This design comes from an exercise in tuning for a short achievable clock period and few clock cycles per item on the open sky130 flow, not from production work. Only simulation tests tie the RTL to the original design; equivalence was not proved. The flow treats the clock pin as an ideal source, which a real chip does not have. Power figures rest on the tool's default switching activity, not on a simulated workload.

Design dnp3_rx, start of the top module:
module dnp3_rx (
    input  wire        clk,
    input  wire        rst,
    input  wire        cmd_valid,
    output reg         cmd_ready,
    input  wire [8:0]  cmd_len,
    input  wire        in_valid,
    output reg         in_ready,
    input  wire [31:0] in_data,
    output reg         res_valid,
    output reg  [3:0]  res_err,
    output reg  [16:0] res_mask,
    output reg  [6:0]  res_sum,
    output reg  [4:0]  res_nblk,
    output reg  [7:0]  res_len,
    output reg  [7:0]  res_ctrl,
    output reg  [15:0] res_dst,
    output reg  [15:0] res_src
);
Size: about 2100 cells after synthesis, roughly 570 flip-flops, roughly 130 I/O pins, about 0.026 mm² of cells after synthesis.
==> flow/config.mk <==
export PLATFORM = sky130hd
export DESIGN_NAME = dnp3_rx
export DESIGN_NICKNAME = dnp3_rx
export VERILOG_FILES = /design/flow/design.v
export SDC_FILE = /design/flow/constraint.sdc
export NUM_CORES = 4
export LEC_CHECK = 0
export ABC_CLOCK_PERIOD_IN_PS = 2000
export CAP_MARGIN = 20
export CORE_MARGIN = 2
export CORE_UTILIZATION = 70
export PLACE_DENSITY = 0.8
export SLEW_MARGIN = 20
export SYNTH_HIERARCHICAL = 1
==> flow/constraint.sdc <==
create_clock -name core_clock -period 8.0 [get_ports {clk}]
set_input_delay 1.6000 -clock core_clock [delete_from_list [all_inputs] [get_ports {clk}]]
set_output_delay 1.6000 -clock core_clock [all_outputs]
set_load 0.01 [all_outputs]
standard.sh (not shown) runs the stock make flow with config.mk's settings and CLKGATE_MAP_FILE= SYNTH_SCRIPT=/design/flow/synth_recipe.tcl, a recipe that flattens the netlist after the stock synthesis.
==> flow/flow/run.sh <==
#!/bin/bash
set -euo pipefail
export SETUP_SLACK_MARGIN=6.0
export POST_CTS_TCL="$PWD/flow/clock_top.tcl"
bash standard.sh > standard.log 2>&1
==> flow/flow/clock_top.tcl <==
# Rebuild the top of the clock tree that CTS made. CTS gives a root buffer,
# one H-tree level of buffers and the leaf buffers that drive the flip-flops.
# Here the root and H-tree buffers are replaced by NROOT buffers (buf_16,
# which drives the long root wires faster than clkbuf_16) placed next
# to the clock port, each driving the leaf buffers of one part of the die, so
# every flip-flop's clock passes two buffers instead of three. The leaf
# buffers' flip-flop clusters are kept as CTS made them.
proc rebuild_clock_top {nroot} {
  set db [ord::get_db]
  set block [ord::get_db_block]
  set clknet [$block findNet clk]
  set master [$db findMaster sky130_fd_sc_hd__buf_16]

  # walk the buffer tree from the clock port: a buffer that drives a
  # flip-flop is a leaf; one that drives buffers is above the leaves; cells
  # whose output drives nothing are CTS's dummy loads
  set tree {}
  set leaves {}
  set front [list $clknet]
  while {[llength $front]} {
    set next {}
    foreach net $front {
      foreach it [$net getITerms] {
        if {[$it isOutputSignal]} continue
        set inst [$it getInst]
        set on "NULL"
        foreach ot [$inst getITerms] {
          if {[$ot isOutputSignal] && [$ot getNet] ne "NULL"} { set on [$ot getNet] }
        }
        if {$on eq "NULL"} { lappend tree $inst; continue }
        if {![string match "sky130_fd_sc_hd__clkbuf_*" [[$inst getMaster] getName]]} {
          error "clock top: unexpected cell [$inst getName] in the clock tree"
        }
        set nff 0
        foreach lt [$on getITerms] {
          if {[$lt getInst] == $inst} continue
          if {[string match "*__*df*" [[[$lt getInst] getMaster] getName]]} { incr nff }
        }
        if {$nff > 0} {
          lappend leaves $inst
        } else {
          lappend tree $inst
          lappend next $on
        }
      }
    }
    set front $next
  }
  puts "clock top: [llength $tree] root/H-tree/dummy buffers, [llength $leaves] leaf buffers"

  # leaf buffers' inputs are left unconnected for now
  foreach leaf $leaves { [$leaf findITerm A] disconnect }
  foreach inst $tree {
    set nets {}
    foreach it [$inst getITerms] {
      if {[$it getNet] ne "NULL" && [$it isOutputSignal]} { lappend nets [$it getNet] }
      $it disconnect
    }
    odb::dbInst_destroy $inst
    foreach on $nets {
      if {[llength [$on getITerms]] == 0 && [llength [$on getBTerms]] == 0} { odb::dbNet_destroy $on }
    }
  }

  # clock port position, pulled inside the core
  set bt [$block findBTerm clk]
  set bb [$bt getBBox]
  set px [expr {([$bb xMin] + [$bb xMax]) / 2}]
  set py [expr {([$bb yMin] + [$bb yMax]) / 2}]
  set core [$block getCoreArea]
  set px [expr {max([$core xMin], min([$core xMax] - 20000, $px))}]
  set py [expr {max([$core yMin], min([$core yMax] - 5440, $py))}]

  # split the leaves into nroot groups by angle around the die centre
  set die [$block getDieArea]
  set cx [expr {([$die xMin] + [$die xMax]) / 2.0}]
  set cy [expr {([$die yMin] + [$die yMax]) / 2.0}]
  set keyed {}
  foreach leaf $leaves {
    set b [$leaf getBBox]
    set x [expr {([$b xMin] + [$b xMax]) / 2.0}]
    set y [expr {([$b yMin] + [$b yMax]) / 2.0}]
    lappend keyed [list [expr {atan2($y - $cy, $x - $cx)}] $leaf]
  }
  set keyed [lsort -real -index 0 $keyed]
  set n [llength $keyed]
  for {set r 0} {$r < $nroot} {incr r} {
    set inst [odb::dbInst_create $block $master "clkbuf_root_${r}_clk"]
    $inst setLocation $px $py
    $inst setPlacementStatus PLACED
    [$inst findITerm A] connect $clknet
    set net [odb::dbNet_create $block "clknet_root_${r}_clk"]
    $net setSigType CLOCK
    [$inst findITerm X] connect $net
    set lo [expr {($n * $r) / $nroot}]
    set hi [expr {($n * ($r + 1)) / $nroot}]
    for {set i $lo} {$i < $hi} {incr i} {
      [[lindex $keyed $i 1] findITerm A] connect $net
    }
    puts "clock top: [$inst getName] drives [expr {$hi - $lo}] leaf buffers"
  }
  # a lightly loaded leaf is faster as buf_8, and loads its root less
  set m8 [$db findMaster sky130_fd_sc_hd__buf_8]
  set n8 0
  foreach leaf $leaves {
    set on [[$leaf findITerm X] getNet]
    if {[llength [$on getITerms]] <= 21} { $leaf swapMaster $m8; incr n8 }
  }
  puts "clock top: $n8 leaf buffers resized to buf_8"
  global_connect
}

# Run as ORFS's POST_CTS_TCL hook, after CTS and its timing repair.
rebuild_clock_top 4
detailed_placement
check_placement -verbose
estimate_parasitics -placement
report_clock_latency
Testbench counts at the start, summed over its fixed seeds: cycles 12,395, frames 320.
Then changed:
--- a/flow/flow/clock_top.tcl
+++ b/flow/flow/clock_top.tcl
@@ -2,4 +2,3 @@
 # one H-tree level of buffers and the leaf buffers that drive the flip-flops.
-# Here the root and H-tree buffers are replaced by NROOT buffers (buf_16,
-# which drives the long root wires faster than clkbuf_16) placed next
+# Here the root and H-tree buffers are replaced by NROOT buffers placed next
 # to the clock port, each driving the leaf buffers of one part of the die, so
@@ -11,3 +10,3 @@
   set clknet [$block findNet clk]
-  set master [$db findMaster sky130_fd_sc_hd__buf_16]
+  set master [$db findMaster sky130_fd_sc_hd__clkbuf_16]
 
@@ -101,4 +100,4 @@
   }
-  # a lightly loaded leaf is faster as buf_8, and loads its root less
-  set m8 [$db findMaster sky130_fd_sc_hd__buf_8]
+  # a lightly loaded leaf is faster as clkbuf_8, and loads its root less
+  set m8 [$db findMaster sky130_fd_sc_hd__clkbuf_8]
   set n8 0
@@ -108,3 +107,3 @@
   }
-  puts "clock top: $n8 leaf buffers resized to buf_8"
+  puts "clock top: $n8 leaf buffers resized to clkbuf_8"
   global_connect
CORE_UTILIZATION = 78   (was 70)
PLACE_DENSITY = 0.88   (was 0.8)
Result: Power increases by about 0.8%; combinational power increases by 11%; sequential power is about the same.

## separate check: timing with driven ports
No port has a modelled driver above. Below, the same layouts with a new extraction and two added sets of constraints. Step 1 assumes that a clkbuf_16 drives the clock port and a buf_2 every other input. Step 2 moves the port delays by t, midway between the first and last clock arrival at a register: inputs arrive t later, outputs are due t later. That takes back most of the time a late clock gives input paths. Slacks: ideal / step 1 / step 2; pairs: ideal / step 1.
run | shift t [ns] | setup WS [ns] | worst setup path after step 2 | latest minus earliest clock arrival (ns)
the first run | 0.435 | 5.566 / 5.487 / 5.617 | input to register | 0.032 / 0.032
the second run | 0.454 | 5.502 / 5.443 / 5.533 | input to register | 0.046 / 0.046
After both steps every run listed still meets setup and hold.
